Context: an optimization exercise on an open-source flow, tuned for small area, a short achievable clock period and few clock cycles per item. The choices shown serve that exercise and are no tape-out recipe. The RTL was checked by simulation tests, not by an equivalence proof against the original design. Power figures rest on the tool's default switching activity, not on a simulated workload.

== build 7 ==
==> flow/design.v (excerpt) <==
module ppm_median_filter (
    input  wire         clk,
    input  wire         rst,
    input  wire         in_valid,
    output wire         in_ready,
    input  wire         in_init,
    input  wire [255:0] in_data,
    output reg          out_valid,
    output reg  [255:0] out_data
);
==> flow/config.mk <==
export PLATFORM = sky130hd
export DESIGN_NAME = ppm_median_filter
export DESIGN_NICKNAME = ppm_median_filter
export VERILOG_FILES = /design/flow/design.v
export SDC_FILE = /design/flow/constraint.sdc
export NUM_CORES = 4
export LEC_CHECK = 0
export CAP_MARGIN = 20
export CORE_MARGIN = 2
export CORE_UTILIZATION = 70
export CTS_CLUSTER_DIAMETER = 100
export CTS_CLUSTER_SIZE = 20
export SLEW_MARGIN = 20
==> flow/constraint.sdc <==
create_clock -name core_clock -period 13.5 [get_ports {clk}]
set_input_delay 2.7000 -clock core_clock [delete_from_list [all_inputs] [get_ports {clk}]]
set_output_delay 2.7000 -clock core_clock [all_outputs]
set_load 0.01 [all_outputs]
standard.sh (not shown) runs the stock make flow with config.mk's settings and CLKGATE_MAP_FILE= SYNTH_SCRIPT=/design/flow/synth_recipe.tcl, a recipe that flattens the netlist after the stock synthesis.
==> flow/flow/run.sh <==
#!/bin/bash
# The standard layout, with timing repair asked to leave a setup slack of
# flow/setup_margin ns (the clock period less the achieved period), and
# port buffers of the cell named in flow/port_buffer.
set -euo pipefail
SETUP_MARGIN=$(cat flow/setup_margin)
PORT_BUF=$(cat flow/port_buffer)
bash standard.sh synth > synth.log 2>&1
bash standard.sh SETUP_SLACK_MARGIN=$SETUP_MARGIN \
    "BUFFER_PORTS_ARGS=-buffer_cell $PORT_BUF" finish > layout.log 2>&1
==> flow/flow/port_buffer <==
sky130_fd_sc_hd__buf_1
==> flow/flow/setup_margin <==
9.65
Testbench counts of build 7, summed over its fixed seeds: cycles 4,136, items 4,096.
The inputs of build 55 differ from those of build 7 as listed below.
# build 7
export LEC_CHECK = 0
export CAP_MARGIN = 20
export CORE_MARGIN = 2
export CORE_UTILIZATION = 70
export CTS_CLUSTER_DIAMETER = 100
export CTS_CLUSTER_SIZE = 20
export SLEW_MARGIN = 20
create_clock -name core_clock -period 13.5 [get_ports {clk}]
# build 55
export LEC_CHECK = 0
export CAP_MARGIN = 20
export CORE_MARGIN = 2
export CORE_UTILIZATION = 40
export SLEW_MARGIN = 20
create_clock -name core_clock -period 13.5 [get_ports {clk}]
==> flow/flow/port_buffer <==
sky130_fd_sc_hd__buf_2
==> flow/flow/setup_margin <==
9.7
Results
Build 55 vs. build 7: transition time at the pin with the least slew margin fell by 0.067 ns, share of the cycle needed by the critical path after routing rose by 1.1 points, sequential share of layout area fell by 3.3 points, area of the core rose by about 75%. What build 55 reported for final instance area has to be multiplied by 0.937 to get the figure for build 7. Run comparison: build 7 worst setup path endpoint out_data[148]; build 55 worst setup path endpoint out_data[158]. Routed wire length on build 55 is up relative to build 7.
The following lists how build 17 was set up differently from build 55:
# build 55
export LEC_CHECK = 0
export CAP_MARGIN = 20
export CORE_MARGIN = 2
export CORE_UTILIZATION = 40
export SLEW_MARGIN = 20
create_clock -name core_clock -period 13.5 [get_ports {clk}]
# build 17
export LEC_CHECK = 0
export CAP_MARGIN = 20
export CORE_MARGIN = 2
export CORE_UTILIZATION = 60
export CTS_CLUSTER_DIAMETER = 100
export CTS_CLUSTER_SIZE = 20
export SLEW_MARGIN = 20
create_clock -name core_clock -period 13.5 [get_ports {clk}]
==> flow/flow/port_buffer <==
sky130_fd_sc_hd__buf_1
==> flow/flow/setup_margin <==
9.8
==> summary.txt <==
- Build 55 → build 17: count of clock-buffer cells in the layout dropped 91, final cell count dropped 1011.
- Build 17 vs build 55 — number of antenna violations at the first check in global routing rose 25%.
- Summary of build 17 over build 55: cell total after placement saw a decrease, H-tree depth saw a decrease.
### build 17 -> build 45
# build 17
export LEC_CHECK = 0
export CAP_MARGIN = 20
export CORE_MARGIN = 2
export CORE_UTILIZATION = 60
export CTS_CLUSTER_DIAMETER = 100
export CTS_CLUSTER_SIZE = 20
export SLEW_MARGIN = 20
create_clock -name core_clock -period 13.5 [get_ports {clk}]
# build 45
export LEC_CHECK = 0
export CAP_MARGIN = 20
export CORE_MARGIN = 2
export CORE_UTILIZATION = 75
export CTS_CLUSTER_DIAMETER = 100
export CTS_CLUSTER_SIZE = 20
export SLEW_MARGIN = 20
create_clock -name core_clock -period 13.5 [get_ports {clk}]
==> flow/flow/setup_margin <==
9.7
- Build 45 went all the way through the flow, and no timing, DRC or antenna check failed.
- Per the comparison of build 45 with build 17, clock group share of total power climbed 0.2 points; global-route usage moved up; number of antenna diodes picked up an extra 2; total power increased by 0.078 mW relative to the old numbers; multi-input combinational area share was more or less identical.
For build 18, these inputs were changed with respect to build 45:
# build 45
export LEC_CHECK = 0
export CAP_MARGIN = 20
export CORE_MARGIN = 2
export CORE_UTILIZATION = 75
export CTS_CLUSTER_DIAMETER = 100
export CTS_CLUSTER_SIZE = 20
export SLEW_MARGIN = 20
create_clock -name core_clock -period 13.5 [get_ports {clk}]
# build 18
export LEC_CHECK = 0
export CAP_MARGIN = 20
export CORE_MARGIN = 2
export CORE_UTILIZATION = 70
export CTS_CLUSTER_DIAMETER = 100
export CTS_CLUSTER_SIZE = 20
export SLEW_MARGIN = 20
create_clock -name core_clock -period 13.5 [get_ports {clk}]
Notes after the runs:
- Re total overflow reported by the global router: no difference whatsoever between build 45 and build 18.
- Build 18: flow completed, timing, DRC and antenna clean
- Source of the critical timing path: out_data[148]$_DFF_P_ -> build 18, out_data[2]$_DFF_P_ -> build 45
- When build 18 is set beside build 45, its power per cell area turns out to be 0.68% smaller.
- Looking at worst supply voltage drop on vdd, build 18 sits above build 45.
--- input diff build 18..build 8 ---
# build 18
export LEC_CHECK = 0
export CAP_MARGIN = 20
export CORE_MARGIN = 2
export CORE_UTILIZATION = 70
export CTS_CLUSTER_DIAMETER = 100
export CTS_CLUSTER_SIZE = 20
export SLEW_MARGIN = 20
create_clock -name core_clock -period 13.5 [get_ports {clk}]
# build 8
export LEC_CHECK = 0
export CAP_MARGIN = 20
export CORE_MARGIN = 2
export CORE_UTILIZATION = 60
export CTS_CLUSTER_DIAMETER = 100
export CTS_CLUSTER_SIZE = 20
export SLEW_MARGIN = 20
create_clock -name core_clock -period 13.5 [get_ports {clk}]
==> flow/flow/port_buffer <==
sky130_fd_sc_hd__buf_2
## What came out
- Comparing build 18 with build 8, the share of the cycle needed by the critical path after routing came out essentially unchanged.
- Summary of build 8 over build 18: area of all placed cells without fillers went up 570 µm², global-route wire length before repair held.

==> port drivers added, routing unchanged <==
The flow's constraints put no driver on any port. The routed layouts listed below were extracted and timed again, unchanged, in two steps.
Step 1, drivers: a clkbuf_16 drives clk and a buf_2 each remaining input, both assumed.
Step 2 times the ports against the registers' clock, not the clock port: input delays grow and output delays shrink by t, the midpoint of the rising clock arrivals with the driver on.
Slacks: no drivers / after step 1 / after step 2; pairs: no drivers / after step 1.
run | t, ns | setup WS [ns] | worst hold slack (ns) | worst setup path at the end | clock arrival spread, ns
build 7 | 0.786 | 9.575 / 9.498 / 9.640 | 0.439 / 0.439 / 0.439 | input to register | 0.025 / 0.025
build 55 | 0.899 | 9.425 / 9.348 / 9.352 | 0.427 / 0.427 / 0.427 | input to register | 0.054 / 0.054
build 17 | 0.775 | 9.572 / 9.499 / 9.692 | 0.426 / 0.426 / 0.426 | input to register | 0.029 / 0.030
build 45 | 0.783 | 9.565 / 9.489 / 9.418 | 0.427 / 0.427 / 0.427 | input to register | 0.030 / 0.030
build 18 | 0.789 | 9.576 / 9.499 / 9.643 | 0.434 / 0.434 / 0.434 | input to register | 0.024 / 0.024
build 8 | 0.803 | 9.556 / 9.472 / 9.653 | 0.438 / 0.438 / 0.438 | input to register | 0.044 / 0.044
After both steps setup and hold are still met in every run listed. The setup slack of build 45, which loses most, moves by -0.076 ns with the drivers and by -0.147 ns with both steps.
